Background: an optimization exercise with open tools, aiming at small area, a short achievable clock period and few clock cycles per item. Do not read the settings as production practice. Where RTL was checked, it was by simulation tests only, not by an equivalence proof against the original. For runs 1 and 2, only the layout was checked, not whether the RTL still works. The flow treats the clock pin as an ideal source, which a real chip does not have.

**design.v**
```verilog
module grad_stream (
    input  wire       clk,
    input  wire       rst,
    input  wire       in_valid,
    output wire       in_ready,
    input  wire       in_sof,
    input  wire [6:0] in_width,
    input  wire [1:0] in_preset,
    input  wire [7:0] in_pix,
    output reg        out_valid,
    input  wire       out_ready,
    output reg  [7:0] out_mag
);
    localparam QD = 4;      
    reg       rdy;
    reg       acc_r;
    reg       sof_r;
    reg [7:0] pix_r;
    reg [6:0] wreg;        
    reg [1:0] preg;        
    assign in_ready = rdy;
    always @(posedge clk) begin
        acc_r <= in_valid && rdy && !rst;
        sof_r <= in_sof;
        pix_r <= in_pix;
        if (in_valid && rdy && in_sof) begin
            wreg <= in_width;
            preg <= in_preset;
        end
    end
    reg [6:0] xn;          
    reg [1:0] y;           
    wire eo = (preg != 2'd3);                     
    wire sb = (preg != 2'd2) && (preg != 2'd3);   
    wire last     = !sof_r && (xn == wreg);
    wire interior = !sof_r && (y == 2'd2) && (xn >= 7'd3);
    wire       use30 = (wreg >= 7'd33);
    wire [6:0] vrest = wreg - (use30 ? 7'd33 : 7'd3);
    wire [5:0] seg   = {use30, vrest[4:0]};
    always @(posedge clk) begin
        if (acc_r) begin
            if (sof_r) begin
                xn <= 7'd2;
                y  <= 2'd0;
            end else if (last) begin
                xn <= 7'd1;
                if (y != 2'd2) y <= y + 2'd1;
            end else
                xn <= xn + 7'd1;
        end
    end
    reg [8*1-1:0]  a1,  b1;
    reg [8*2-1:0]  a2,  b2;
    reg [8*4-1:0]  a4,  b4;
    reg [8*8-1:0]  a8,  b8;
    reg [8*16-1:0] a16, b16;
    reg [8*30-1:0] a30, b30;
    reg [7:0]      ah,  bh;      
    reg [8*2-1:0]  af,  bf;      
    wire [7:0] ain  = pix_r;
    wire [7:0] a1o  = seg[0] ? a1[7:0]     : ah;
    wire [7:0] a2o  = seg[1] ? a2[15:8]    : a1o;
    wire [7:0] a4o  = seg[2] ? a4[31:24]   : a2o;
    wire [7:0] a8o  = seg[3] ? a8[63:56]   : a4o;
    wire [7:0] a16o = seg[4] ? a16[127:120] : a8o;
    wire [7:0] a30o = seg[5] ? a30[239:232] : a16o;
    wire [7:0] bin  = af[15:8];
    wire [7:0] b1o  = seg[0] ? b1[7:0]     : bh;
    wire [7:0] b2o  = seg[1] ? b2[15:8]    : b1o;
    wire [7:0] b4o  = seg[2] ? b4[31:24]   : b2o;
    wire [7:0] b8o  = seg[3] ? b8[63:56]   : b4o;
    wire [7:0] b16o = seg[4] ? b16[127:120] : b8o;
    wire [7:0] b30o = seg[5] ? b30[239:232] : b16o;
    always @(posedge clk) begin
        if (acc_r) begin
            ah  <= ain;
            a1  <= ah;
            a2  <= {a2[7:0], a1o};
            a4  <= {a4[23:0], a2o};
            a8  <= {a8[55:0], a4o};
            a16 <= {a16[119:0], a8o};
            a30 <= {a30[231:0], a16o};
            af  <= {af[7:0], a30o};
            bh  <= bin;
            b1  <= bh;
            b2  <= {b2[7:0], b1o};
            b4  <= {b4[23:0], b2o};
            b8  <= {b8[55:0], b4o};
            b16 <= {b16[119:0], b8o};
            b30 <= {b30[231:0], b16o};
            bf  <= {bf[7:0], b30o};
        end
    end
    wire [7:0] cp = pix_r;
    wire [7:0] ct = af[15:8];
    wire [7:0] cu = bf[15:8];
    wire [9:0]        col_v = (eo ? {2'b0, cu} + {2'b0, cp} : 10'd0)
                            + (sb ? {1'b0, ct, 1'b0} : {2'b0, ct});
    wire signed [8:0] cps = {1'b0, cp};
    wire signed [8:0] cus = {1'b0, cu};
    wire signed [8:0] col_d = cps - cus;
    reg [9:0]        va, vb;
    reg signed [8:0] da, db;
    always @(posedge clk) begin
        if (acc_r) begin
            va <= col_v; vb <= va;
            da <= col_d; db <= da;
        end
    end
    wire signed [11:0] vcs = {2'b0, col_v};
    wire signed [11:0] vbs = {2'b0, vb};
    wire signed [11:0] sx_c = vcs - vbs;
    wire signed [11:0] sy_c = (eo ? db + col_d : 12'sd0) + (sb ? 2 * da : da);
    wire bigx_c = sx_c[10] ? !((sx_c[9:8] == 2'h3) && (sx_c[7:0] != 8'd0)) : (sx_c[9:8] != 2'h0);
    wire bigy_c = sy_c[10] ? !((sy_c[9:8] == 2'h3) && (sy_c[7:0] != 8'd0)) : (sy_c[9:8] != 2'h0);
    reg       pv1, nx, ny, big1;
    reg [7:0] mx, my;
    always @(posedge clk) begin
        nx   <= sx_c[10];
        ny   <= sy_c[10];
        mx   <= sx_c[7:0] ^ {8{sx_c[10]}};
        my   <= sy_c[7:0] ^ {8{sy_c[10]}};
        big1 <= bigx_c || bigy_c;
    end
    wire sqw1 = (mx[0] & mx[5]) ^ (mx[1] & mx[4]);
    wire sqw2 = (mx[0] & mx[5]) & (mx[1] & mx[4]);
    wire sqw3 = (mx[0] & mx[7]) ^ (mx[1] & mx[6]) ^ (mx[2] & mx[5]);
    wire sqw4 = ((mx[0] & mx[7]) & (mx[1] & mx[6])) | ((mx[0] & mx[7]) & (mx[2] & mx[5])) | ((mx[1] & mx[6]) & (mx[2] & mx[5]));
    wire sqw5 = (mx[3] & mx[4]) ^ mx[4];
    wire sqw6 = (mx[3] & mx[4]) & mx[4];
    wire sqw7 = (mx[0] & mx[3]) ^ (mx[1] & mx[2]) ^ mx[2];
    wire sqw8 = ((mx[0] & mx[3]) & (mx[1] & mx[2])) | ((mx[0] & mx[3]) & mx[2]) | ((mx[1] & mx[2]) & mx[2]);
    wire sqw9 = (mx[0] & mx[4]) ^ (mx[1] & mx[3]);
    wire sqw10 = (mx[0] & mx[4]) & (mx[1] & mx[3]);
    wire sqw11 = (mx[2] & mx[3]) ^ mx[3] ^ (nx & mx[5]);
    wire sqw12 = ((mx[2] & mx[3]) & mx[3]) | ((mx[2] & mx[3]) & (nx & mx[5])) | (mx[3] & (nx & mx[5]));
    wire sqw13 = (my[0] & my[5]) ^ (my[1] & my[4]) ^ (my[2] & my[3]);
    wire sqw14 = ((my[0] & my[5]) & (my[1] & my[4])) | ((my[0] & my[5]) & (my[2] & my[3])) | ((my[1] & my[4]) & (my[2] & my[3]));
    wire sqw15 = (mx[0] & mx[6]) ^ (mx[1] & mx[5]) ^ (mx[2] & mx[4]);
    wire sqw16 = ((mx[0] & mx[6]) & (mx[1] & mx[5])) | ((mx[0] & mx[6]) & (mx[2] & mx[4])) | ((mx[1] & mx[5]) & (mx[2] & mx[4]));
    wire sqw17 = (nx & mx[6]) ^ (my[0] & my[6]) ^ (my[1] & my[5]);
    wire sqw18 = ((nx & mx[6]) & (my[0] & my[6])) | ((nx & mx[6]) & (my[1] & my[5])) | ((my[0] & my[6]) & (my[1] & my[5]));
    wire sqw19 = (my[2] & my[4]) ^ (ny & my[6]);
    wire sqw20 = (my[2] & my[4]) & (ny & my[6]);
    wire sqw21 = (nx & mx[7]) ^ (my[0] & my[7]) ^ (my[1] & my[6]);
    wire sqw22 = ((nx & mx[7]) & (my[0] & my[7])) | ((nx & mx[7]) & (my[1] & my[6])) | ((my[0] & my[7]) & (my[1] & my[6]));
    wire sqw23 = (my[2] & my[5]) ^ (my[3] & my[4]) ^ my[4];
    wire sqw24 = ((my[2] & my[5]) & (my[3] & my[4])) | ((my[2] & my[5]) & my[4]) | ((my[3] & my[4]) & my[4]);
    wire sqw25 = (ny & my[7]) ^ sqw3 ^ sqw5;
    wire sqw26 = ((ny & my[7]) & sqw3) | ((ny & my[7]) & sqw5) | (sqw3 & sqw5);
    wire sqw27 = (mx[1] & mx[7]) ^ (mx[2] & mx[6]) ^ (mx[3] & mx[5]);
    wire sqw28 = ((mx[1] & mx[7]) & (mx[2] & mx[6])) | ((mx[1] & mx[7]) & (mx[3] & mx[5])) | ((mx[2] & mx[6]) & (mx[3] & mx[5]));
    wire sqw29 = (my[1] & my[7]) ^ (my[2] & my[6]) ^ (my[3] & my[5]);
    wire sqw30 = ((my[1] & my[7]) & (my[2] & my[6])) | ((my[1] & my[7]) & (my[3] & my[5])) | ((my[2] & my[6]) & (my[3] & my[5]));
    wire sqw31 = sqw4 ^ sqw6;
    wire sqw32 = sqw4 & sqw6;
    wire sqw33 = (mx[2] & mx[7]) ^ (mx[3] & mx[6]) ^ (mx[4] & mx[5]);
    wire sqw34 = ((mx[2] & mx[7]) & (mx[3] & mx[6])) | ((mx[2] & mx[7]) & (mx[4] & mx[5])) | ((mx[3] & mx[6]) & (mx[4] & mx[5]));
    wire sqw35 = mx[5] ^ (my[2] & my[7]) ^ (my[3] & my[6]);
    wire sqw36 = (mx[5] & (my[2] & my[7])) | (mx[5] & (my[3] & my[6])) | ((my[2] & my[7]) & (my[3] & my[6]));
    wire sqw37 = (my[4] & my[5]) ^ my[5];
    wire sqw38 = (my[4] & my[5]) & my[5];
    wire sqw39 = (mx[3] & mx[7]) ^ (mx[4] & mx[6]);
    wire sqw40 = (mx[3] & mx[7]) & (mx[4] & mx[6]);
    wire sqw41 = (mx[4] & mx[7]) ^ (mx[5] & mx[6]);
    wire sqw42 = (mx[4] & mx[7]) & (mx[5] & mx[6]);
    wire sqw43 = (mx[0] & mx[1]) ^ mx[1] ^ (nx & mx[1]);
    wire sqw44 = ((mx[0] & mx[1]) & mx[1]) | ((mx[0] & mx[1]) & (nx & mx[1])) | (mx[1] & (nx & mx[1]));
    wire sqw45 = (mx[0] & mx[2]) ^ (nx & mx[2]);
    wire sqw46 = (mx[0] & mx[2]) & (nx & mx[2]);
    wire sqw47 = (nx & mx[3]) ^ (my[0] & my[3]) ^ (my[1] & my[2]);
    wire sqw48 = ((nx & mx[3]) & (my[0] & my[3])) | ((nx & mx[3]) & (my[1] & my[2])) | ((my[0] & my[3]) & (my[1] & my[2]));
    wire sqw49 = my[2] ^ (ny & my[3]);
    wire sqw50 = my[2] & (ny & my[3]);
    wire sqw51 = (nx & mx[4]) ^ (my[0] & my[4]) ^ (my[1] & my[3]);
    wire sqw52 = ((nx & mx[4]) & (my[0] & my[4])) | ((nx & mx[4]) & (my[1] & my[3])) | ((my[0] & my[4]) & (my[1] & my[3]));
    wire sqw53 = (ny & my[4]) ^ sqw8 ^ sqw9;
    wire sqw54 = ((ny & my[4]) & sqw8) | ((ny & my[4]) & sqw9) | (sqw8 & sqw9);
    wire sqw55 = my[3] ^ (ny & my[5]) ^ sqw1;
    wire sqw56 = (my[3] & (ny & my[5])) | (my[3] & sqw1) | ((ny & my[5]) & sqw1);
    wire sqw57 = sqw10 ^ sqw11 ^ sqw13;
    wire sqw58 = (sqw10 & sqw11) | (sqw10 & sqw13) | (sqw11 & sqw13);
    wire sqw59 = sqw2 ^ sqw12 ^ sqw14;
    wire sqw60 = (sqw2 & sqw12) | (sqw2 & sqw14) | (sqw12 & sqw14);
    wire sqw61 = sqw15 ^ sqw17 ^ sqw19;
    wire sqw62 = (sqw15 & sqw17) | (sqw15 & sqw19) | (sqw17 & sqw19);
    wire sqw63 = sqw16 ^ sqw18 ^ sqw20;
    wire sqw64 = (sqw16 & sqw18) | (sqw16 & sqw20) | (sqw18 & sqw20);
    wire sqw65 = sqw21 ^ sqw23 ^ sqw25;
    wire sqw66 = (sqw21 & sqw23) | (sqw21 & sqw25) | (sqw23 & sqw25);
    wire sqw67 = sqw22 ^ sqw24 ^ sqw26;
    wire sqw68 = (sqw22 & sqw24) | (sqw22 & sqw26) | (sqw24 & sqw26);
    wire sqw69 = sqw27 ^ sqw29 ^ sqw31;
    wire sqw70 = (sqw27 & sqw29) | (sqw27 & sqw31) | (sqw29 & sqw31);
    wire sqw71 = sqw28 ^ sqw30 ^ sqw32;
    wire sqw72 = (sqw28 & sqw30) | (sqw28 & sqw32) | (sqw30 & sqw32);
    wire sqw73 = sqw33 ^ sqw35 ^ sqw37;
    wire sqw74 = (sqw33 & sqw35) | (sqw33 & sqw37) | (sqw35 & sqw37);
    wire sqw75 = (my[3] & my[7]) ^ (my[4] & my[6]) ^ sqw34;
    wire sqw76 = ((my[3] & my[7]) & (my[4] & my[6])) | ((my[3] & my[7]) & sqw34) | ((my[4] & my[6]) & sqw34);
    wire sqw77 = sqw36 ^ sqw38 ^ sqw39;
    wire sqw78 = (sqw36 & sqw38) | (sqw36 & sqw39) | (sqw38 & sqw39);
    wire sqw79 = mx[6] ^ (my[4] & my[7]) ^ (my[5] & my[6]);
    wire sqw80 = (mx[6] & (my[4] & my[7])) | (mx[6] & (my[5] & my[6])) | ((my[4] & my[7]) & (my[5] & my[6]));
    wire sqw81 = my[6] ^ sqw40 ^ sqw41;
    wire sqw82 = (my[6] & sqw40) | (my[6] & sqw41) | (sqw40 & sqw41);
    wire sqw83 = (mx[5] & mx[7]) ^ (my[5] & my[7]);
    wire sqw84 = (mx[5] & mx[7]) & (my[5] & my[7]);
    wire sqw85 = (mx[6] & mx[7]) ^ mx[7];
    wire sqw86 = (mx[6] & mx[7]) & mx[7];
    wire sqw87 = mx[0] ^ nx;
    wire sqw88 = mx[0] & nx;
    wire sqw89 = (my[0] & my[1]) ^ my[1];
    wire sqw90 = (my[0] & my[1]) & my[1];
    wire sqw91 = (my[0] & my[2]) ^ (ny & my[2]) ^ sqw44;
    wire sqw92 = ((my[0] & my[2]) & (ny & my[2])) | ((my[0] & my[2]) & sqw44) | ((ny & my[2]) & sqw44);
    wire sqw93 = sqw7 ^ sqw46 ^ sqw47;
    wire sqw94 = (sqw7 & sqw46) | (sqw7 & sqw47) | (sqw46 & sqw47);
    wire sqw95 = sqw48 ^ sqw50 ^ sqw51;
    wire sqw96 = (sqw48 & sqw50) | (sqw48 & sqw51) | (sqw50 & sqw51);
    wire sqw97 = sqw52 ^ sqw54 ^ sqw55;
    wire sqw98 = (sqw52 & sqw54) | (sqw52 & sqw55) | (sqw54 & sqw55);
    wire sqw99 = sqw56 ^ sqw58 ^ sqw59;
    wire sqw100 = (sqw56 & sqw58) | (sqw56 & sqw59) | (sqw58 & sqw59);
    wire sqw101 = sqw60 ^ sqw62 ^ sqw63;
    wire sqw102 = (sqw60 & sqw62) | (sqw60 & sqw63) | (sqw62 & sqw63);
    wire sqw103 = sqw64 ^ sqw66 ^ sqw67;
    wire sqw104 = (sqw64 & sqw66) | (sqw64 & sqw67) | (sqw66 & sqw67);
    wire sqw105 = sqw68 ^ sqw70 ^ sqw71;
    wire sqw106 = (sqw68 & sqw70) | (sqw68 & sqw71) | (sqw70 & sqw71);
    wire sqw107 = sqw72 ^ sqw74 ^ sqw75;
    wire sqw108 = (sqw72 & sqw74) | (sqw72 & sqw75) | (sqw74 & sqw75);
    wire sqw109 = sqw76 ^ sqw78 ^ sqw79;
    wire sqw110 = (sqw76 & sqw78) | (sqw76 & sqw79) | (sqw78 & sqw79);
    wire sqw111 = sqw42 ^ sqw80 ^ sqw82;
    wire sqw112 = (sqw42 & sqw80) | (sqw42 & sqw82) | (sqw80 & sqw82);
    wire sqw113 = (my[6] & my[7]) ^ my[7] ^ sqw84;
    wire sqw114 = ((my[6] & my[7]) & my[7]) | ((my[6] & my[7]) & sqw84) | (my[7] & sqw84);
    wire sqw115 = my[0] ^ ny;
    wire sqw116 = my[0] & ny;
    wire sqw117 = (nx & mx[0]) ^ (ny & my[0]) ^ sqw88;
    wire sqw118 = ((nx & mx[0]) & (ny & my[0])) | ((nx & mx[0]) & sqw88) | ((ny & my[0]) & sqw88);
    wire sqw119 = (ny & my[1]) ^ sqw43 ^ sqw89;
    wire sqw120 = ((ny & my[1]) & sqw43) | ((ny & my[1]) & sqw89) | (sqw43 & sqw89);
    wire sqw121 = sqw45 ^ sqw90 ^ sqw91;
    wire sqw122 = (sqw45 & sqw90) | (sqw45 & sqw91) | (sqw90 & sqw91);
    wire sqw123 = sqw49 ^ sqw92 ^ sqw93;
    wire sqw124 = (sqw49 & sqw92) | (sqw49 & sqw93) | (sqw92 & sqw93);
    wire sqw125 = sqw53 ^ sqw94 ^ sqw95;
    wire sqw126 = (sqw53 & sqw94) | (sqw53 & sqw95) | (sqw94 & sqw95);
    wire sqw127 = sqw57 ^ sqw96 ^ sqw97;
    wire sqw128 = (sqw57 & sqw96) | (sqw57 & sqw97) | (sqw96 & sqw97);
    wire sqw129 = sqw61 ^ sqw98 ^ sqw99;
    wire sqw130 = (sqw61 & sqw98) | (sqw61 & sqw99) | (sqw98 & sqw99);
    wire sqw131 = sqw65 ^ sqw100 ^ sqw101;
    wire sqw132 = (sqw65 & sqw100) | (sqw65 & sqw101) | (sqw100 & sqw101);
    wire sqw133 = sqw69 ^ sqw102 ^ sqw103;
    wire sqw134 = (sqw69 & sqw102) | (sqw69 & sqw103) | (sqw102 & sqw103);
    wire sqw135 = sqw73 ^ sqw104 ^ sqw105;
    wire sqw136 = (sqw73 & sqw104) | (sqw73 & sqw105) | (sqw104 & sqw105);
    wire sqw137 = sqw77 ^ sqw106 ^ sqw107;
    wire sqw138 = (sqw77 & sqw106) | (sqw77 & sqw107) | (sqw106 & sqw107);
    wire sqw139 = sqw81 ^ sqw108 ^ sqw109;
    wire sqw140 = (sqw81 & sqw108) | (sqw81 & sqw109) | (sqw108 & sqw109);
    wire sqw141 = sqw83 ^ sqw110 ^ sqw111;
    wire sqw142 = (sqw83 & sqw110) | (sqw83 & sqw111) | (sqw110 & sqw111);
    wire sqw143 = sqw85 ^ sqw112 ^ sqw113;
    wire sqw144 = (sqw85 & sqw112) | (sqw85 & sqw113) | (sqw112 & sqw113);
    wire sqw145 = sqw86 ^ sqw114;
    wire sqw146 = sqw86 & sqw114;
    wire [16:0] sq_ra = {sqw146, sqw144, sqw142, sqw140, sqw138, sqw136, sqw134, sqw132, sqw130, sqw128, sqw126, sqw124, sqw122, sqw120, sqw118, sqw116, sqw87};
    wire [16:0] sq_rb = {1'b0, sqw145, sqw143, sqw141, sqw139, sqw137, sqw135, sqw133, sqw131, sqw129, sqw127, sqw125, sqw123, sqw121, sqw119, sqw117, sqw115};
    wire [16:0] sq_c = sq_ra + sq_rb;
    localparam CUT = 3;
    wire [8:0] rem_w  [0:8];
    wire [7:0] root_w [0:8];
    reg                  pv2, sat2;
    reg [CUT-1:0]        root2;
    reg [CUT:0]          rem2;
    reg [2*(8-CUT)-1:0]  low2;
    assign rem_w[0]  = 9'd0;
    assign root_w[0] = 8'd0;
    genvar n;
    generate for (n = 0; n < 8; n = n + 1) begin : it
        wire [8:0] rin;
        wire [7:0] qin;
        wire [1:0] bb;
        if (n == CUT) begin : cut
            assign rin = {{(8-CUT){1'b0}}, rem2};
            assign qin = {{(8-CUT){1'b0}}, root2};
        end else begin : nocut
            assign rin = rem_w[n];
            assign qin = root_w[n];
        end
        if (n < CUT) begin : bhi
            assign bb = sq_c[2*(7-n) +: 2];
        end else begin : blo
            assign bb = low2[2*(7-n) +: 2];
        end
        wire [n+2:0] r  = {rin[n:0], bb};
        wire [n+2:0] t  = {1'b0, qin[n:0], 2'b01};
        wire [n+3:0] d  = {1'b0, r} - {1'b0, t};
        wire         ok = !d[n+3];
        wire [n+1:0] nr = ok ? d[n+1:0] : r[n+1:0];
        assign rem_w[n+1]  = {{(8-n){1'b0}}, nr};
        assign root_w[n+1] = {qin[6:0], ok};
    end endgenerate
    always @(posedge clk) begin
        sat2  <= big1 || sq_c[16];
        root2 <= root_w[CUT][CUT-1:0];
        rem2  <= rem_w[CUT][CUT:0];
        low2  <= sq_c[2*(8-CUT)-1:0];
    end
    reg [7:0] q [0:QD-1];
    reg [2:0] wp, rp;
    reg [3:0] qn;           
    reg [3:0] nout;         
    wire qe    = (qn == 4'd0);
    wire ofree = !out_valid || out_ready;
    wire push  = pv2 && !(ofree && qe);       
    wire [7:0] mag_c = sat2 ? 8'd255 : root_w[8];
    always @(posedge clk) begin
        if (pv2) q[wp] <= mag_c;
        if (ofree && (!qe || pv2)) out_mag <= qe ? mag_c : q[rp];
    end
    wire [3:0] nb  = nout - {3'd0, acc_r && !interior};
    wire [3:0] nbp = nb + 4'd1;
    wire [3:0] nbm = nb - 4'd1;
    wire       inc = in_valid && rdy;
    wire       dec = out_valid && out_ready;
    wire [3:0] nnext = inc ? (dec ? nb : nbp) : (dec ? nbm : nb);
    wire       rnext = inc ? (dec ? (nb <= QD) : (nbp <= QD)) : (dec ? (nbm <= QD) : (nb <= QD));
    wire [3:0] qn_free = qe ? 4'd0 : qn - 4'd1 + {3'd0, pv2};
    wire [3:0] qn_hold = qn + {3'd0, pv2};
    always @(posedge clk) begin
        if (rst) begin
            pv1 <= 1'b0; pv2 <= 1'b0;
            wp <= 3'd0; rp <= 3'd0; qn <= 4'd0;
            out_valid <= 1'b0;
            nout <= 4'd0;
            rdy <= 1'b1;
        end else begin
            pv1 <= acc_r && interior;
            pv2 <= pv1;
            if (push)  wp <= (wp == QD - 1) ? 3'd0 : wp + 3'd1;
            if (ofree && !qe) rp <= (rp == QD - 1) ? 3'd0 : rp + 3'd1;
            qn <= ofree ? qn_free : qn_hold;
            out_valid <= ofree ? (!qe || pv2) : 1'b1;
            nout <= nnext;
            rdy  <= rnext;
        end
    end
endmodule
```
**flow/run.sh**
```bash
#!/bin/bash
# Layout: the standard flow (standard.sh, which runs the standard
# synthesis unchanged), with two changes to how the layout is made:
#  - the port buffers are sky130_fd_sc_hd__buf_2 (buffer_ports otherwise
#    picks a slow delay cell); every input and output port still gets one;
#  - clock tree synthesis clusters up to 30 sinks per leaf buffer, uses
#    clkbuf_8/clkbuf_16 and no dummy loads, which needs far fewer clock
#    buffers; the tree stays balanced (no skew is added on purpose).
# The clock, its period and the I/O constraints are the standard flow's, unchanged.
# standard.sh's output is kept in standard.log and the tools' own logs are
# copied to flow_logs/.
set -uo pipefail
export BUFFER_PORTS_ARGS="-buffer_cell sky130_fd_sc_hd__buf_2"
export CTS_ARGS="-sink_clustering_enable -repair_clock_nets -sink_clustering_size 30 -sink_clustering_max_diameter 120 -dont_use_dummy_load -buf_list {sky130_fd_sc_hd__clkbuf_8 sky130_fd_sc_hd__clkbuf_16}"
bash standard.sh > standard.log 2>&1
st=$?
cp -r orfs/logs flow_logs 2>/dev/null || true
exit $st
```
**standard.sh**
```bash
#!/bin/bash
# synth_recipe.tcl (not shown) runs the flow's synth.tcl, then flattens the netlist and writes it again
# the make line also repeats each setting of config.mk as NAME=value (left out here)
make -C /OpenROAD-flow-scripts/flow DESIGN_CONFIG=/design/flow/config.mk WORK_HOME=/design/flow/orfs CLKGATE_MAP_FILE= SYNTH_SCRIPT=/design/flow/synth_recipe.tcl "${@:-finish}"
```
**config.mk**
```make
export PLATFORM = sky130hd
export DESIGN_NAME = grad_stream
export DESIGN_NICKNAME = grad_stream
export VERILOG_FILES = /design/flow/design.v
export SDC_FILE = /design/flow/constraint.sdc
export NUM_CORES = 4
export LEC_CHECK = 0
export ABC_AREA = 1
export CAP_MARGIN = 20
export CORE_MARGIN = 2
export CORE_UTILIZATION = 65
export SLEW_MARGIN = 20
```
**constraint.sdc**
```tcl
create_clock -name core_clock -period 30.0 [get_ports {clk}]
set_input_delay 6.0000 -clock core_clock [delete_from_list [all_inputs] [get_ports {clk}]]
set_output_delay 6.0000 -clock core_clock [all_outputs]
set_load 0.01 [all_outputs]
```
==> results of run 1 <==
## registers in the layout (all words and copies together), names as in the netlist, 9 cells and up, named ones only
| register | cells |
|---|---|
| a16 | 128 |
| a2 | 16 |
| a30 | 240 |
| a4 | 32 |
| a8 | 64 |
| af | 16 |
| b16 | 128 |
| b2 | 16 |
| b30 | 240 |
| b4 | 32 |
| b8 | 64 |
| bf | 16 |
| da | 9 |
| db | 9 |
| low2 | 10 |
| q | 32 |
| va | 10 |
| vb | 10 |
## cells by family (layout without fill, tap and decap cells)
group,after synthesis,in the layout,share of synthesized area [%]
mux,52,52,1.31
flops,1187,1187,78.6
fa+ha+maj,191,191,6.35
simple gates,581,581,5.55
compound gates,243,243,3.17
xor+xnor,98,98,1.96
buf+inv,365,416,3.11
## layout by cell type (no fill, tap or decap), types with 8 or more instances in the layout
cell / netlist / final
sky130_fd_sc_hd__edfxtp_1: 1120 / 1120
sky130_fd_sc_hd__nand2_1: 333 / 333
sky130_fd_sc_hd__inv_1: 318 / 318
sky130_fd_sc_hd__nor2_1: 150 / 150
sky130_fd_sc_hd__ha_1: 133 / 133
sky130_fd_sc_hd__a21oi_1: 84 / 83
sky130_fd_sc_hd__o21ai_0: 76 / 76
sky130_fd_sc_hd__dfxtp_1: 67 / 66
sky130_fd_sc_hd__xor2_1: 61 / 59
sky130_fd_sc_hd__fa_1: 58 / 58
sky130_fd_sc_hd__mux2_2: 50 / 50
sky130_fd_sc_hd__clkbuf_16: 0 / 45
sky130_fd_sc_hd__xnor2_1: 35 / 34
sky130_fd_sc_hd__buf_2: 5 / 31
sky130_fd_sc_hd__nand3_1: 28 / 28
sky130_fd_sc_hd__a31oi_1: 25 / 25
sky130_fd_sc_hd__nor3_1: 18 / 18
sky130_fd_sc_hd__nand2_2: 12 / 12
sky130_fd_sc_hd__buf_4: 0 / 12
sky130_fd_sc_hd__nand3_2: 10 / 10
sky130_fd_sc_hd__o21bai_1: 8 / 8
sky130_fd_sc_hd__nand2_4: 8 / 8
## worst max path at each step
stage                 end     start  slack, ps  depth (start not counted)
2_1_floorplan         rdy     acc_r       4020                         13
3_3_place_gp      wreg[1]  in_valid      22710                          3
3_5_place_dp      wreg[2]  in_valid      22690                          3
4_1_cts        out_mag[0]  root2[1]      22840                         42
5_1_grt        out_mag[0]  root2[1]      22070                         44
6_report       out_mag[0]  root2[1]      22830                         42
## area by class of cell
cell class | count | area, sq um | share of cell area (%)
flip-flops and latches | 1187 | 35000 | 74.6
clock buffers | 45 | 1130 | 2.40
multi-input cells | 1165 | 8190 | 17.5
repair buffers | 46 | 305 | 0.651
well taps | 873 | 1090 | 2.33
inverters | 325 | 1220 | 2.60
## layer usage
metal	GRT usage (%)	vias up	part of all wire [%]
met5	0	-	0
met4	4.21	0	1.9
met3	2.13	75	3.3
met2	28.2	284	46
met1	28.8	9850	49
li1	-	9616	-
## synth_stat cells (all sizes together), types with 38 or more instances
cell	n
nand3	38
ha	133
o21ai	84
mux2	50
nor2	150
xor2	63
nand2	353
fa	58
inv	322
a21oi	87
edfxtp	1120
dfxtp	67
## worst register-to-register path: cells and delay by family, from the launching register on
family | cells | cell delay [ps]
simple gates | 19 | 2010
compound gates | 11 | 1820
fa+ha+maj | 5 | 1680
buf+inv | 7 | 1140
flops | 1 | 300
## metrics by stage
step	area (sq um)	util [%]	hold slack, ps	setup slack, ps
4_1_cts	46900	69.5	378	22840
2_1_floorplan	44500	-	387	4020
3_3_place_gp	45800	67.8	400	22710
6_report	46900	69.5	376	22830
5_1_grt	46900	69.5	391	22070
3_5_place_dp	45800	67.8	403	22690
==> notes.md, run 1 <==
| Step | Parameter | Reported |
|---|---|---|
| synth | Syn_nets | 2,930 |
| synth | Ranking of synthesized cells by area | sky130_fd_sc_hd__edfxtp_1, sky130_fd_sc_hd__ha_1, sky130_fd_sc_hd__dfxtp_1 |
| sta | Number of failing setup endpoints in the final timing report | 0 |
| global route | First-pass GRT wire length | 102,000 microns |
| floorplanning | Area of the core | 67,500 sq um |
| sta | Largest clock skew in the final design | 88.0 ps |
| detailed routing | Routed wire length | 63,600 microns |
| synth | Number of enable-type register cells in the synthesized netlist | 1,120 |
| sta | Share of the cycle needed by the critical path after routing | 23.9% |
| global route | Maximum number of pins on one net before global-route repair | 220 |
| critical path | Master of the slowest instance on the critical path | sky130_fd_sc_hd__ha_1 |
| cts | Clock latency at the later pin of the worst-skew pair | 630 ps |
| critical path | Slowest stage delay, CP | 400 ps |
| detailed routing | Avg WL per Cell | 17.5 microns |
| critical path | Cell depth of the worst flop-to-flop path | 42 |
| placement | Routability congestion estimate from global placement | 0.832 |
| detailed routing | Number of search-and-repair iterations in the first detailed-routing pass | 5 |
| floorplanning | Initial Utilization | 65.9% |
| sta | Worst slew pin tran | 1090 ps |
| critical path | Count of buffering cells on the critical path with inverters included | 7 |
| cells and area | Number of standard cells in the layout, taps in and fillers out | 3,641 |
| cts | Root cell of the clock tree | sky130_fd_sc_hd__clkbuf_16 |
| cells and area | Diodes inserted | 0 |
| hold path | Sink of the worst hold path | vb[3] |
| placement | Number of input and output port buffers inserted | 31 |
| global route | Initial antenna violation count | 0 |
| critical path | Required time of the critical path | 30,340 ps |
| synth | Synth async-reset ratio | 0% |
| critical path | Arrival time worst endpoint | 7510 ps |
| synth | Count of mapped cells out of synthesis | 2,717 |
| placement | Placed cell count | 3,596 |
| cells and area | Number of nets in the layout | 2,983 |
| synth | Number of distinct library cells after synthesis | 58 |
| cts | Number of sinks handled by clock tree synthesis | 1,187 |
| cts | Clock tree from TritonCTS | done |
| synth | Cell type with the largest total area after synthesis | sky130_fd_sc_hd__edfxtp_1 |
| synth | Synth top area share | 75.5% |
| cells and area | Fill cell total of the finished layout | 4,449 |
| detailed routing | Via-to-Cell Ratio | 5.44 |
| cells and area | Ratio of cells with drive above 1 in the final layout | 7.08% |
| critical path | Launching element type of the critical path | flop |
| status | Run status | complete, no violations |
| floorplanning | Die outline area | 70,600 sq um |
| sta | Tightest slew margin relative to the limit | 27.4% |
| synth | Number of storage elements in the synthesis netlist | 1,187 |
| cts | Clk pin slew, worst setup/hold paths | 120 ps |
| sta | Number of pins exceeding their max-slew limit in the final report | 0 |
| critical path | Worst setup path category | reg -> reg |
| sta | TNS Setup | 0 ps |
| synth | Sequential area share after synthesis | 78.6% |
| detailed routing | Vias post-DR | 19,800 |
| placement | HPWL after detailed placement | 40,600 microns |
| floorplanning | Die height | 266 microns |
| hold path | Worst hold path class | reg -> reg |
| critical path | Register-to-register path setup slack | 22,830 ps |
| detailed routing | DRC violations left | 0 |
| synth | Main synth FF type | sky130_fd_sc_hd__edfxtp_1 |
| floorplanning | Top-Level Pins | 32 |
| sta | Final Hold Viols | 0 |
| detailed routing | Number of DRC markers in iteration 0 | 1,687 |
| cts | Maximum level of the CTS H-tree | 2 |
| critical path | Kind of end point of the critical path | flop |
| floorplanning | Die extent in x | 266 microns |
| cts | Number of buffers added by the clock tree synthesis step | 45 |
| cts | Max clock buf depth | 3 |
| synth | Netlist area before placement | 44,500 sq um |
| detailed routing | Number of nets with antenna violations after detailed routing | 0 |
| critical path | Worst r2r src | root2[1] |
| cts | Number of instances resized during post-cts repair | 0 |
| sta | RSZ-0062 raised after global routing | no |
| global route | Residual overflow from global routing | 0 |
| flow run | Maximum Capacitance Violations | 0 |
| global route | Overall routing resource usage | 18.3% |
| global route | Via count of the first global-routing pass | 19,400 |
| critical path | Crit-path leading delay family | simple AND/OR/NAND/NOR gates |
| cts | Count of hold buffers inserted by post-cts repair | 0 |
| critical path | Maximum fanout count along the critical path | 10 |
| hold path | Launch point of the worst hold path | va[3] |
| sta | Final min period | 7170 ps |
| critical path | Destination of the worst register-to-register timing path | out_mag[0] |
| sta | Highest clock frequency the design can meet | 139 MHz |
| synth | Count of yosys warnings during synthesis | 1 |
| cts | Setup bufs post-CTS | 0 |
| cells and area | Area growth from synthesis to layout | 5.37% |
| synth | Per-instance average area after synthesis | 16.4 sq um |
| floorplanning | Row count | 95 |
| critical path | Most common cell type on the critical path | sky130_fd_sc_hd__nand2_1 |
| hold path | Count of cells along the worst hold path | 0 |
==> inputs of run 2 (changes only) <==
--- a/design.v
+++ b/design.v
@@ -271,7 +271,7 @@
     wire [16:0] sq_ra = {sqw146, sqw144, sqw142, sqw140, sqw138, sqw136, sqw134, sqw132, sqw130, sqw128, sqw126, sqw124, sqw122, sqw120, sqw118, sqw116, sqw87};
     wire [16:0] sq_rb = {1'b0, sqw145, sqw143, sqw141, sqw139, sqw137, sqw135, sqw133, sqw131, sqw129, sqw127, sqw125, sqw123, sqw121, sqw119, sqw117, sqw115};
     wire [16:0] sq_c = sq_ra + sq_rb;
-    localparam CUT = 3;
+    localparam CUT = 2;
     wire [8:0] rem_w  [0:8];
     wire [7:0] root_w [0:8];
     reg                  pv2, sat2;
==> notes.md, run 2 <==
| Step | Parameter | Reported | vs previous |
|---|---|---|---|
| status | Run status | complete, no violations |  |
| cells and area | Ratio of cells with drive above 1 in the final layout | 6.64% | -0.44 points |
| cts | Number of instances resized during post-cts repair | 0 | unchanged |
| synth | Per-instance average area after synthesis | 16.3 sq um | -0.74% |
| cts | Clock tree from TritonCTS | done |  |
| cts | Root cell of the clock tree | sky130_fd_sc_hd__clkbuf_16 |  |
| critical path | Launching element type of the critical path | flop |  |
| synth | Most common cell in the netlist | sky130_fd_sc_hd__edfxtp_1 |  |
| global route | Maximum number of pins on one net before global-route repair | 230 | +4.5% |
| sta | Final Hold Viols | 0 | unchanged |
| cells and area | Area growth from synthesis to layout | 5.56% |  |
| critical path | Maximum fanout count along the critical path | 11 | +1 |
| critical path | Master of the slowest instance on the critical path | sky130_fd_sc_hd__ha_1 |  |
| cells and area | Final design utilization | 69.6% | +0.16 points |
| sta | Number of pins exceeding their max-slew limit in the final report | 0 | unchanged |
| flow run | Maximum Capacitance Violations | 0 | unchanged |
| synth | Ranking of synthesized cells by area | sky130_fd_sc_hd__edfxtp_1, sky130_fd_sc_hd__ha_1, sky130_fd_sc_hd__dfxtp_1 |  |
| floorplanning | Area of the core | 67,400 sq um | -0.18% |
| global route | Overall routing resource usage | 18.7% | +0.37 points |
| global route | Residual overflow from global routing | 0 | unchanged |
| sta | Number of failing setup endpoints in the final timing report | 0 | unchanged |
| global route | First-pass GRT wire length | 103,000 microns | +1.0% |
| global route | Via count of the first global-routing pass | 19,300 | -0.20% |
| detailed routing | Routed metal-1 wire length | 31,100 microns | -0.23% |
| placement | Worst setup slack before clock tree synthesis | 21,530 ps | -1160 ps |
| floorplanning | Initial Utilization | 66.0% | about the same |
| cells and area | Commonest non-fill, non-tap cell in the layout | sky130_fd_sc_hd__edfxtp_1 |  |
| synth | Netlist area before placement | 44,500 sq um | -0.12% |
| cts | Number of sinks handled by clock tree synthesis | 1,187 | unchanged |
| synth | Cell type with the largest total area after synthesis | sky130_fd_sc_hd__edfxtp_1 |  |
| sta | Share of the cycle needed by the critical path after routing | 28.2% | +4.3 points |
| synth | Most instantiated cells after synthesis | sky130_fd_sc_hd__edfxtp_1, sky130_fd_sc_hd__inv_1, sky130_fd_sc_hd__nand2_1 |  |
| sta | Final WS setup | 21,540 ps | -1290 ps |
| sta | TNS Setup | 0 ps | unchanged |
| critical path | Slowest stage delay, CP | 340 ps | -60 ps |
| cts | Maximum level of the CTS H-tree | 2 | unchanged |
| synth | Count of mapped cells out of synthesis | 2,734 | +0.63% |
| detailed routing | Routed wire length | 65,200 microns | +2.6% |
| cells and area | Number of nets in the layout | 3,001 | +0.60% |
| cts | Clock latency at the later pin of the worst-skew pair | 640 ps | about the same |
| floorplanning | Row count | 95 | unchanged |
| synth | Synth async-reset ratio | 0% | unchanged |
| global route | Initial antenna violation count | 1 | +1 |
| critical path | Required time of the critical path | 30,340 ps | about the same |
| synth | Number of enable-type register cells in the synthesized netlist | 1,120 | unchanged |
| floorplanning | Die outline area | 70,500 sq um | -0.12% |
| detailed routing | Uppermost routed layer | met4 |  |
| cells and area | Biggest registers after layout | a30 (240), b30 (240) |  |
| critical path | Most common cell type on the critical path | sky130_fd_sc_hd__nand2_1 |  |
| critical path | Kind of end point of the critical path | flop |  |
| placement | HPWL after detailed placement | 41,000 microns | +0.83% |
| floorplanning | Die height | 266 microns | about the same |
| cts | Number of buffers added by the clock tree synthesis step | 46 | +2.2% |
| cts | Clk pin slew, worst setup/hold paths | 100 ps | -20 ps |
| synth | Synth top area share | 75.6% | +0.094 points |
| detailed routing | DR WL met2 | 30,800 microns | +5.7% |
| sta | Final min period | 8460 ps | +1290 ps |
| cells and area | Diodes inserted | 0 | unchanged |
| synth | Count of yosys warnings during synthesis | 1 | unchanged |
| cts | Max clock buf depth | 3 | unchanged |
| hold path | Worst hold path class | reg -> reg |  |
| sta | Largest clock skew in the final design | 85.2 ps | -2.78 ps |
| floorplanning | Die extent in x | 266 microns | about the same |
| synth | Number of distinct library cells after synthesis | 51 | -12% |
| cts | Count of hold buffers inserted by post-cts repair | 0 | unchanged |
| detailed routing | Number of DRC markers in iteration 0 | 1,701 | +0.83% |
| detailed routing | Number of search-and-repair iterations in the first detailed-routing pass | 7 | +2 |
| sta | RSZ-0062 raised after global routing | no |  |
| detailed routing | Vias post-DR | 20,000 | +0.95% |
| floorplanning | Top-Level Pins | 32 | unchanged |
| detailed routing | DRC violations left | 0 | unchanged |
| critical path | Worst setup path category | reg -> reg |  |
| cells and area | Commonest cells after routing, fill and taps aside | sky130_fd_sc_hd__edfxtp_1, sky130_fd_sc_hd__inv_1, sky130_fd_sc_hd__nand2_1 |  |
| synth | Sequential area share after synthesis | 78.6% | +0.097 points |
| synth | Main synth FF type | sky130_fd_sc_hd__edfxtp_1 |  |
| detailed routing | Avg WL per Cell | 17.8 microns | +2.1% |
| sta | Tightest slew margin relative to the limit | 19.4% | -8.0 points |
| sta | Highest clock frequency the design can meet | 118 MHz | -15% |
| synth | Number of storage elements in the synthesis netlist | 1,187 | unchanged |
| placement | Number of input and output port buffers inserted | 31 | unchanged |
| critical path | Arrival time worst endpoint | 8800 ps | +1290 ps |
| sta | Worst slew pin tran | 1210 ps | +120 ps |
| cts | Setup bufs post-CTS | 0 | unchanged |
| synth | Syn_nets | 2,948 | +0.61% |
| detailed routing | Via-to-Cell Ratio | 5.47 | +0.48% |
| detailed routing | Number of nets with antenna violations after detailed routing | 0 | unchanged |
| placement | Routability congestion estimate from global placement | 0.794 | -4.6% |
| detailed routing | Routed met3 length | 2190 microns | +4.7% |
-- run 2: cell types whose count changed after synthesis, sizes merged, moves of 7 or more --
cell	before	now
o21ai	84	91
nor2	150	136
nand3	38	52
inv	322	351
nand2	353	333
-- run 2: final cells by class --
cell class,instances,area [sq um]
tap,873,1090
sequential,1187,35000
multi-input combinational,1150,8030
inverter,355,1330
clock buffer,46,1150
fill,4319,20500
timing repair buffer,47,353
-- run 2: worst paths after layout --
check        cells past startpoint  slack, ps     start          to
max                             51      21540  root2[0]  out_mag[0]
min                              0        370  a30[200]    a30[208]
max reg2reg                     51      21540  root2[0]  out_mag[0]
min reg2reg                      0        370  a30[200]    a30[208]
-- run 2: cells by family (layout without fill, tap and decap cells) --
logic type / after synthesis / count (layout) / synth area share (%)
xor+xnor: 89 / 89 / 1.75
fa+ha+maj: 192 / 192 / 6.38
flops: 1187 / 1187 / 78.6
mux: 51 / 51 / 1.29
buf+inv: 397 / 448 / 3.35
compound gates: 259 / 259 / 3.29
simple gates: 559 / 559 / 5.28
-- run 2: metal layers --
layer | global-route usage [%] | vias up
met3 | 2.01 | 83
met2 | 29.7 | 325
li1 | - | 9669
met4 | 4.41 | 0
met5 | 0 | -
met1 | 28.6 | 9936
-- run 2: metrics by stage --
stage / hold slack, ps / instance area (sq um) / instances
final: 372 / 46900 / 3658
after global routing: 370 / 46900 / 3658
after CTS: 379 / 46900 / 3656
after detailed placement: 405 / 45700 / 3610
after global placement: 398 / 45700 / 3610
after floorplan: 387 / 44500 / 2734
-- run 2: critical path: cells and delay by family (launching register included) --
family | cells | cell delay [ps]
AND/OR/NAND/NOR | 22 | 2230
adder cells (fa/ha/maj) | 6 | 1860
flip-flops | 1 | 310
AO/OA/AOI/OAI | 14 | 2450
buffers and inverters | 9 | 1360
==> inputs of run 3 (changes only) <==
--- a/design.v
+++ b/design.v
@@ -271,7 +271,7 @@
     wire [16:0] sq_ra = {sqw146, sqw144, sqw142, sqw140, sqw138, sqw136, sqw134, sqw132, sqw130, sqw128, sqw126, sqw124, sqw122, sqw120, sqw118, sqw116, sqw87};
     wire [16:0] sq_rb = {1'b0, sqw145, sqw143, sqw141, sqw139, sqw137, sqw135, sqw133, sqw131, sqw129, sqw127, sqw125, sqw123, sqw121, sqw119, sqw117, sqw115};
     wire [16:0] sq_c = sq_ra + sq_rb;
-    localparam CUT = 2;
+    localparam CUT = 4;
     wire [8:0] rem_w  [0:8];
     wire [7:0] root_w [0:8];
     reg                  pv2, sat2;
==> notes.md, run 3 <==
| Step | Parameter | Reported | vs previous |
|---|---|---|---|
| synth | Portion of netlist area occupied by mux cells | 1.28% | -0.0027 points |
| flow run | Maximum Capacitance Violations | 0 | unchanged |
| sta | Worst Hold Margin | 379 ps | +6.63 ps |
| cts | Count of hold buffers inserted by post-cts repair | 0 | unchanged |
| synth | Synth top area share | 75.3% | -0.33 points |
| synth | Count of mapped cells out of synthesis | 2,728 | -0.22% |
| floorplanning | Initial Utilization | 65.3% | -0.63 points |
| detailed routing | Routed wire length | 65,200 microns | about the same |
| synth | Number of storage elements in the synthesis netlist | 1,187 | unchanged |
| critical path | Cell depth of the worst flop-to-flop path | 35 | -31% |
| cts | Setup bufs post-CTS | 0 | unchanged |
| placement | HPWL after detailed placement | 41,200 microns | +0.68% |
| cts | Number of sinks handled by clock tree synthesis | 1,187 | unchanged |
| critical path | Master of the slowest instance on the critical path | sky130_fd_sc_hd__edfxtp_1 |  |
| critical path | Worst setup path category | reg -> out |  |
| synth | Dominant combinational cell family by area after synthesis | adder cells |  |
| sta | Final min period | 7110 ps | -1360 ps |
| critical path | Crit-path leading delay family | flip-flops |  |
| global route | Residual overflow from global routing | 0 | unchanged |
| synth | Synth async-reset ratio | 0% | unchanged |
| critical path | Worst path depth | 1 | -98% |
| detailed routing | Number of DRC markers in iteration 0 | 1,711 | +0.59% |
| floorplanning | Die outline area | 70,800 sq um | +0.43% |
| floorplanning | Die height | 266 microns | +0.21% |
| critical path | Arrival time worst endpoint | 1110 ps | -7690 ps |
| detailed routing | Via-to-Cell Ratio | 5.43 | -0.80% |
| synth | Count of yosys warnings during synthesis | 1 | unchanged |
| sta | Final Hold Viols | 0 | unchanged |
| global route | First-pass GRT wire length | 103,000 microns | +0.20% |
| floorplanning | Area of the core | 68,300 sq um | +1.4% |
| cells and area | Final design utilization | 68.9% | -0.75 points |
| synth | Share of the synthesized area in compound gates (AO/OA/AOI/OAI) | 3.33% | +0.039 points |
| synth | Netlist area before placement | 44,700 sq um | +0.43% |
| status | Run status | complete, no violations |  |
| cts | Clock latency at the later pin of the worst-skew pair | 630 ps | about the same |
| cts | Number of buffers added by the clock tree synthesis step | 46 | unchanged |
| sta | Share of the cycle needed by the critical path after routing | 23.7% | -4.5 points |
| global route | Overall routing resource usage | 18.7% | about the same |
| sta | Number of pins exceeding their max-slew limit in the final report | 0 | unchanged |
| detailed routing | DRC violations left | 0 | unchanged |
| critical path | Slowest stage delay, CP | 370 ps | +30 ps |
| detailed routing | Number of nets with antenna violations after detailed routing | 0 | unchanged |
| cts | Clk pin slew, worst setup/hold paths | 110 ps | about the same |
| cts | Root cell of the clock tree | sky130_fd_sc_hd__clkbuf_16 |  |
| synth | Syn_nets | 2,940 | -0.27% |
| synth | Share of synthesized cell area in and, or, nand and nor gates | 5.81% | +0.53 points |
| cells and area | Ratio of cells with drive above 1 in the final layout | 7.34% | +0.70 points |
| synth | Ranking of synthesized cells by area | sky130_fd_sc_hd__edfxtp_1, sky130_fd_sc_hd__ha_1, sky130_fd_sc_hd__dfxtp_1 |  |
| global route | Via count of the first global-routing pass | 19,400 | +0.067% |
| hold path | Count of cells along the worst hold path | 0 | unchanged |
| synth | Main synth FF type | sky130_fd_sc_hd__edfxtp_1 |  |
| hold path | Worst hold path class | reg -> reg |  |
| cts | Clock tree from TritonCTS | done |  |
| critical path | Cell breakdown of the critical path | buf_2 |  |
| cts | Max clock buf depth | 3 | unchanged |
| critical path | Kind of end point of the critical path | primary output |  |
| synth | Per-instance average area after synthesis | 16.4 sq um | +0.65% |
| floorplanning | Row count | 96 | +1.1% |
| sta | Final WS setup | 22,890 ps | +1360 ps |
| critical path | Required time of the critical path | 24,000 ps | -6340 ps |
| placement | Number of input and output port buffers inserted | 31 | unchanged |
| synth | Xor and xnor fraction of the mapped netlist area | 1.86% | +0.10 points |
| placement | Worst setup slack before clock tree synthesis | 22,610 ps | +1070 ps |
| cells and area | Area growth from synthesis to layout | 5.44% |  |
| placement | Routability congestion estimate from global placement | 0.789 | -0.59% |
| floorplanning | Top-Level Pins | 32 | unchanged |
| synth | Fraction of the mapped netlist area in adder cells | 6.30% | -0.084 points |
| cells and area | Fill cell total of the finished layout | 4,510 | +4.4% |
| sta | Number of failing setup endpoints in the final timing report | 0 | unchanged |
| synth | Number of distinct library cells after synthesis | 62 | +22% |
| cts | Number of instances resized during post-cts repair | 0 | unchanged |
| sta | Highest clock frequency the design can meet | 141 MHz | +19% |
| floorplanning | Die extent in x | 266 microns | +0.21% |
| synth | Most common cell in the netlist | sky130_fd_sc_hd__edfxtp_1 |  |
| cells and area | Commonest cells after routing, fill and taps aside | sky130_fd_sc_hd__edfxtp_1, sky130_fd_sc_hd__nand2_1, sky130_fd_sc_hd__inv_1 |  |
| sta | Worst slew pin tran | 1060 ps | -154 ps |
| synth | Most instantiated cells after synthesis | sky130_fd_sc_hd__edfxtp_1, sky130_fd_sc_hd__nand2_1, sky130_fd_sc_hd__inv_1 |  |
| critical path | Maximum fanout count along the critical path | 1 | -10 |
| cells and area | Biggest registers after layout | a30 (240), b30 (240) |  |
| cells and area | Number of nets in the layout | 2,992 | -0.30% |
| cells and area | Commonest non-fill, non-tap cell in the layout | sky130_fd_sc_hd__edfxtp_1 |  |
| synth | Cell type with the largest total area after synthesis | sky130_fd_sc_hd__edfxtp_1 |  |
| detailed routing | Number of search-and-repair iterations in the first detailed-routing pass | 6 | -1 |
| global route | Initial antenna violation count | 2 | +1 |
| cells and area | Diodes inserted | 0 | unchanged |
| detailed routing | Vias post-DR | 19,900 | -0.74% |
| cts | Maximum level of the CTS H-tree | 2 | unchanged |
| global route | Maximum number of pins on one net before global-route repair | 220 | -4.3% |
| sta | TNS Setup | 0 ps | unchanged |
| critical path | Count of buffering cells on the critical path with inverters included | 1 | -8 |
| sta | Tightest slew margin relative to the limit | 29.6% | +10 points |
| synth | Sequential area share after synthesis | 78.3% | -0.34 points |
| synth | Number of enable-type register cells in the synthesized netlist | 1,120 | unchanged |
| critical path | Launching element type of the critical path | flop |  |
| detailed routing | Avg WL per Cell | 17.8 microns | about the same |
| sta | Largest clock skew in the final design | 61.8 ps | -23.4 ps |
| sta | RSZ-0062 raised after global routing | no |  |
## run 3: changes by cell type after synthesis, moves of 6 or more
cell                       delta
sky130_fd_sc_hd__inv_1       -38
sky130_fd_sc_hd__a21oi_1      -8
sky130_fd_sc_hd__nand2_1     +27
sky130_fd_sc_hd__mux2_1       +7
sky130_fd_sc_hd__buf_2        +6
sky130_fd_sc_hd__xor2_1       -8
sky130_fd_sc_hd__mux2_2       -6
sky130_fd_sc_hd__nand2_4      +9
sky130_fd_sc_hd__clkbuf_1     -6
sky130_fd_sc_hd__nor2_1       -6
## run 3: worst paths after layout
path | from | to | slack [ps]
min | a30[125] | a30[133] | 380
max | out_mag[2] | out_mag[2] | 22890
min reg2reg | a30[125] | a30[133] | 380
max reg2reg | mx[6] | rem2[2] | 23140
## run 3: kinds of logic after synthesis
logic type,after synthesis
DFF,1187
and+or+nand+nor,592
buffers and inverters,363
AOI/OAI and AO/OA,255
adders and majority gates,190
xor gates and xnor gates,90
muxes,51
## run 3: cell type report
class / instances / area, sq um / area share, %
Clock buffer: 46 / 1150 / 2.44
Inverter: 320 / 1210 / 2.57
Multi-Input combinational cell: 1178 / 8320 / 17.7
Sequential cell: 1187 / 35000 / 74.3
Tap cell: 882 / 1100 / 2.34
Timing Repair Buffer: 47 / 324 / 0.688
## run 3: metrics by stage
step                instances  instance area [sq um]
floorplan                2728                  44700
finish                   3660                  47100
detailed placement       3613                  45900
global route             3660                  47100
global placement         3613                  45900
CTS                      3659                  47100
## run 3: metal layers
| layer | track usage, % | share of wire [%] |
|---|---|---|
| met1 | 28.7 | 48 |
| met3 | 2.48 | 3.5 |
| met5 | 0 | 0.034 |
| met4 | 3.74 | 1.8 |
| met2 | 29.4 | 47 |
Testbench counts of run 3, summed over its fixed seeds: cycles 48,030, items 48,000.
==> inputs of run 4 (changes only) <==
--- a/flow/run.sh
+++ b/flow/run.sh
@@ -11,7 +11,7 @@
 # copied to flow_logs/.
 set -uo pipefail
 export BUFFER_PORTS_ARGS="-buffer_cell sky130_fd_sc_hd__buf_2"
-export CTS_ARGS="-sink_clustering_enable -repair_clock_nets -sink_clustering_size 30 -sink_clustering_max_diameter 120 -dont_use_dummy_load -buf_list {sky130_fd_sc_hd__clkbuf_8 sky130_fd_sc_hd__clkbuf_16}"
+export CTS_ARGS="-sink_clustering_enable -repair_clock_nets -sink_clustering_size 25 -sink_clustering_max_diameter 100 -dont_use_dummy_load -buf_list {sky130_fd_sc_hd__clkbuf_8 sky130_fd_sc_hd__clkbuf_16}"
 bash standard.sh > standard.log 2>&1
 st=$?
 cp -r orfs/logs flow_logs 2>/dev/null || true
==> notes.md, run 4 <==
| Step | Parameter | Reported | vs previous |
|---|---|---|---|
| synth | Count of yosys warnings during synthesis | 1 | unchanged |
| floorplanning | Die extent in x | 266 microns | unchanged |
| floorplanning | Top-Level Pins | 32 | unchanged |
| cells and area | Ratio of cells with drive above 1 in the final layout | 7.58% | +0.23 points |
| sta | Number of pins exceeding their max-slew limit in the final report | 0 | unchanged |
| synth | Number of enable-type register cells in the synthesized netlist | 1,120 | unchanged |
| detailed routing | Number of DRC markers in iteration 0 | 1,609 | -6.0% |
| global route | Overall routing resource usage | 18.7% | +0.041 points |
| synth | Count of mapped cells out of synthesis | 2,728 | unchanged |
| detailed routing | Number of nets with antenna violations after detailed routing | 0 | unchanged |
| critical path | Maximum fanout count along the critical path | 1 | unchanged |
| global route | Via count of the first global-routing pass | 19,500 | +0.68% |
| hold path | Count of cells along the worst hold path | 0 | unchanged |
| critical path | Kind of end point of the critical path | primary output |  |
| hold path | Sink of the worst hold path | a30[122] |  |
| synth | Cell type with the largest total area after synthesis | sky130_fd_sc_hd__edfxtp_1 |  |
| sta | Final Hold Viols | 0 | unchanged |
| critical path | Cell breakdown of the critical path | buf_2 |  |
| cts | Maximum level of the CTS H-tree | 2 | unchanged |
| critical path | Launching element type of the critical path | flop |  |
| sta | Worst slew pin tran | 1080 ps | +21.3 ps |
| critical path | Master of the slowest instance on the critical path | sky130_fd_sc_hd__edfxtp_1 |  |
| synth | Number of distinct library cells after synthesis | 62 | unchanged |
| cts | Number of buffers added by the clock tree synthesis step | 53 | +15% |
| floorplanning | Area of the core | 68,300 sq um | unchanged |
| detailed routing | DRC violations left | 0 | unchanged |
| cells and area | Number of nets in the layout | 2,999 | +0.23% |
| synth | Main synth FF type | sky130_fd_sc_hd__edfxtp_1 |  |
| critical path | Worst r2r src | mx[6] |  |
| placement | Number of input and output port buffers inserted | 31 | unchanged |
| synth | Ranking of synthesized cells by area | sky130_fd_sc_hd__edfxtp_1, sky130_fd_sc_hd__ha_1, sky130_fd_sc_hd__dfxtp_1 |  |
| cts | Setup bufs post-CTS | 0 | unchanged |
| cts | Clock tree from TritonCTS | done |  |
| cells and area | Biggest registers after layout | a30 (240), b30 (240) |  |
| detailed routing | Number of search-and-repair iterations in the first detailed-routing pass | 5 | -1 |
| cells and area | Commonest cells after routing, fill and taps aside | sky130_fd_sc_hd__edfxtp_1, sky130_fd_sc_hd__nand2_1, sky130_fd_sc_hd__inv_1 |  |
| sta | Largest clock skew in the final design | 74.8 ps | +13.0 ps |
| global route | First-pass GRT wire length | 104,000 microns | +0.35% |
| detailed routing | Routed wire length | 65,400 microns | +0.24% |
| cells and area | Fill cell total of the finished layout | 4,478 | -0.71% |
| floorplanning | Row count | 96 | unchanged |
| floorplanning | Die outline area | 70,800 sq um | unchanged |
| synth | Synth async-reset ratio | 0% | unchanged |
| detailed routing | Via-to-Cell Ratio | 5.47 | +0.85% |
| critical path | Worst setup path category | reg -> out |  |
| sta | Number of failing setup endpoints in the final timing report | 0 | unchanged |
| critical path | Count of buffering cells on the critical path with inverters included | 1 | unchanged |
| sta | Tightest slew margin relative to the limit | 28.2% | -1.4 points |
| cts | Root cell of the clock tree | sky130_fd_sc_hd__clkbuf_16 |  |
| synth | Most common cell in the netlist | sky130_fd_sc_hd__edfxtp_1 |  |
| sta | TNS Setup | 0 ps | unchanged |
| cts | Number of instances resized during post-cts repair | 0 | unchanged |
| placement | HPWL after detailed placement | 41,200 microns | unchanged |
| global route | Residual overflow from global routing | 0 | unchanged |
| flow run | Maximum Capacitance Violations | 0 | unchanged |
| synth | Number of storage elements in the synthesis netlist | 1,187 | unchanged |
| cells and area | Area growth from synthesis to layout | 5.83% |  |
| floorplanning | Initial Utilization | 65.3% | unchanged |
| sta | Highest clock frequency the design can meet | 141 MHz | about the same |
| sta | Final min period | 7110 ps | +0.200 ps |
| detailed routing | Avg WL per Cell | 17.8 microns | about the same |
| synth | Most instantiated cells after synthesis | sky130_fd_sc_hd__edfxtp_1, sky130_fd_sc_hd__nand2_1, sky130_fd_sc_hd__inv_1 |  |
| cts | Number of sinks handled by clock tree synthesis | 1,187 | unchanged |
| critical path | Destination of the worst register-to-register timing path | rem2[2] |  |
| hold path | Worst hold path class | reg -> reg |  |
| cts | Count of hold buffers inserted by post-cts repair | 0 | unchanged |
| placement | Routability congestion estimate from global placement | 0.789 | unchanged |
| sta | Share of the cycle needed by the critical path after routing | 23.7% | about the same |
| critical path | Required time of the critical path | 24,000 ps | about the same |
| synth | Syn_nets | 2,940 | unchanged |
| global route | Initial antenna violation count | 2 | unchanged |
| cts | Clk pin slew, worst setup/hold paths | 100 ps | about the same |
| cts | Clock latency at the later pin of the worst-skew pair | 630 ps | about the same |
| critical path | Cell depth of the worst flop-to-flop path | 36 | +2.9% |
| critical path | Crit-path leading delay family | flip-flops |  |
| detailed routing | Vias post-DR | 20,100 | +1.1% |
| synth | Sequential area share after synthesis | 78.3% | unchanged |
| global route | Maximum number of pins on one net before global-route repair | 220 | unchanged |
| critical path | Slowest stage delay, CP | 370 ps | about the same |
| sta | RSZ-0062 raised after global routing | no |  |
| critical path | Worst path depth | 1 | unchanged |
| hold path | Launch point of the worst hold path | a30[114] |  |
| critical path | Register-to-register path setup slack | 23,140 ps | about the same |
| floorplanning | Die height | 266 microns | unchanged |
| synth | Synth top area share | 75.3% | unchanged |
| synth | Netlist area before placement | 44,700 sq um | unchanged |
| cts | Max clock buf depth | 3 | unchanged |
| status | Run status | complete, no violations |  |
| cells and area | Commonest non-fill, non-tap cell in the layout | sky130_fd_sc_hd__edfxtp_1 |  |
| synth | Per-instance average area after synthesis | 16.4 sq um | unchanged |
| critical path | Arrival time worst endpoint | 1110 ps | about the same |
==> run 4: cell counts after synthesis <==
Identical to the previous run, type by type.
==> run 4: final cells by class <==
class	count	area, sq um	share of cell area, %
Antenna cell	1	2.50	0.00529
Timing Repair Buffer	47	324	0.686
Tap cell	882	1100	2.33
Sequential cell	1187	35000	74.0
Multi-Input combinational cell	1178	8320	17.6
Clock buffer	53	1330	2.81
Inverter	320	1210	2.56
==> run 4: how the worst max path moves through the flow <==
stage	startpoint	end	slack [ps]
2_1_floorplan	acc_r	rdy	4020
3_3_place_gp	in_valid	wreg[0]	22680
3_5_place_dp	in_valid	wreg[5]	22610
4_1_cts	out_mag[2]	out_mag[2]	22840
5_1_grt	mx[6]	rem2[2]	22650
6_report	out_mag[2]	out_mag[2]	22890
==> run 4: stage by stage <==
stage / area (sq um) / util, % / worst slack (ps) / hold WS (ps) / std cells
floorplan: 44700 / - / 4020 / 387 / 2728
CTS: 47200 / 69.1 / 22840 / 395 / 3666
global route: 47300 / 69.2 / 22650 / 394 / 3667
global placement: 45900 / 67.2 / 22680 / 398 / 3613
detailed placement: 45900 / 67.2 / 22610 / 396 / 3613
finish: 47300 / 69.2 / 22890 / 395 / 3668
==> run 4: logic make-up after synthesis <==
family	after synthesis	synth area share, %
simple gates	592	5.81
buf+inv	363	3.11
compound gates	255	3.33
xor+xnor	90	1.86
mux	51	1.28
fa+ha+maj	190	6.30
flops	1187	78.3
==> run 4: layer usage <==
metal / GRT usage (%) / share of wire, % / up-vias / wire (microns)
met2: 29.6 / 47 / 281 / 30900
met1: 28.7 / 48 / 10000 / 31400
li1: - / - / 9705 / -
met5: 0 / 0.034 / - / 22
met3: 2.43 / 3.2 / 80 / 2080
met4: 3.70 / 1.5 / 4 / 997

## port drivers added, routing unchanged
Ports are ideal in the flow. The routed layouts listed here were re-timed in OpenROAD.
Step 1 (the two cells are an assumption about what drives the block):
set clk [get_ports {clk}]
set_driving_cell -lib_cell sky130_fd_sc_hd__clkbuf_16 $clk
set_driving_cell -lib_cell sky130_fd_sc_hd__buf_2 [delete_from_list [all_inputs] $clk]
Step 2, shift: input delay + t, output delay - t, t = (earliest + latest rising clock arrival at the registers) / 2. This alone moves slack from input paths to output paths.
Three values: ideal, step 1, step 2; two values: the first two.
run | t, ns | setup slack, ns | worst hold slack (ns) | worst register clock-pin slew, ns | worst slew at a driven data input, ns
run 1 | 0.651 | 22.827 / 22.827 / 22.690 | 0.376 / 0.376 / 0.376 | 0.12 / 0.12 | 0.04
run 2 | 0.658 | 21.536 / 21.536 / 21.536 | 0.372 / 0.372 / 0.372 | 0.11 / 0.11 | 0.05
run 3 | 0.655 | 22.892 / 22.827 / 22.646 | 0.379 / 0.379 / 0.379 | 0.12 / 0.12 | 0.12
run 4 | 0.660 | 22.892 / 22.826 / 22.640 | 0.395 / 0.395 / 0.395 | 0.10 / 0.10 | 0.12
After both steps every run listed still meets setup and hold. The setup slack of run 4, which loses most, moves by -0.066 ns with the drivers and by -0.252 ns with both steps.
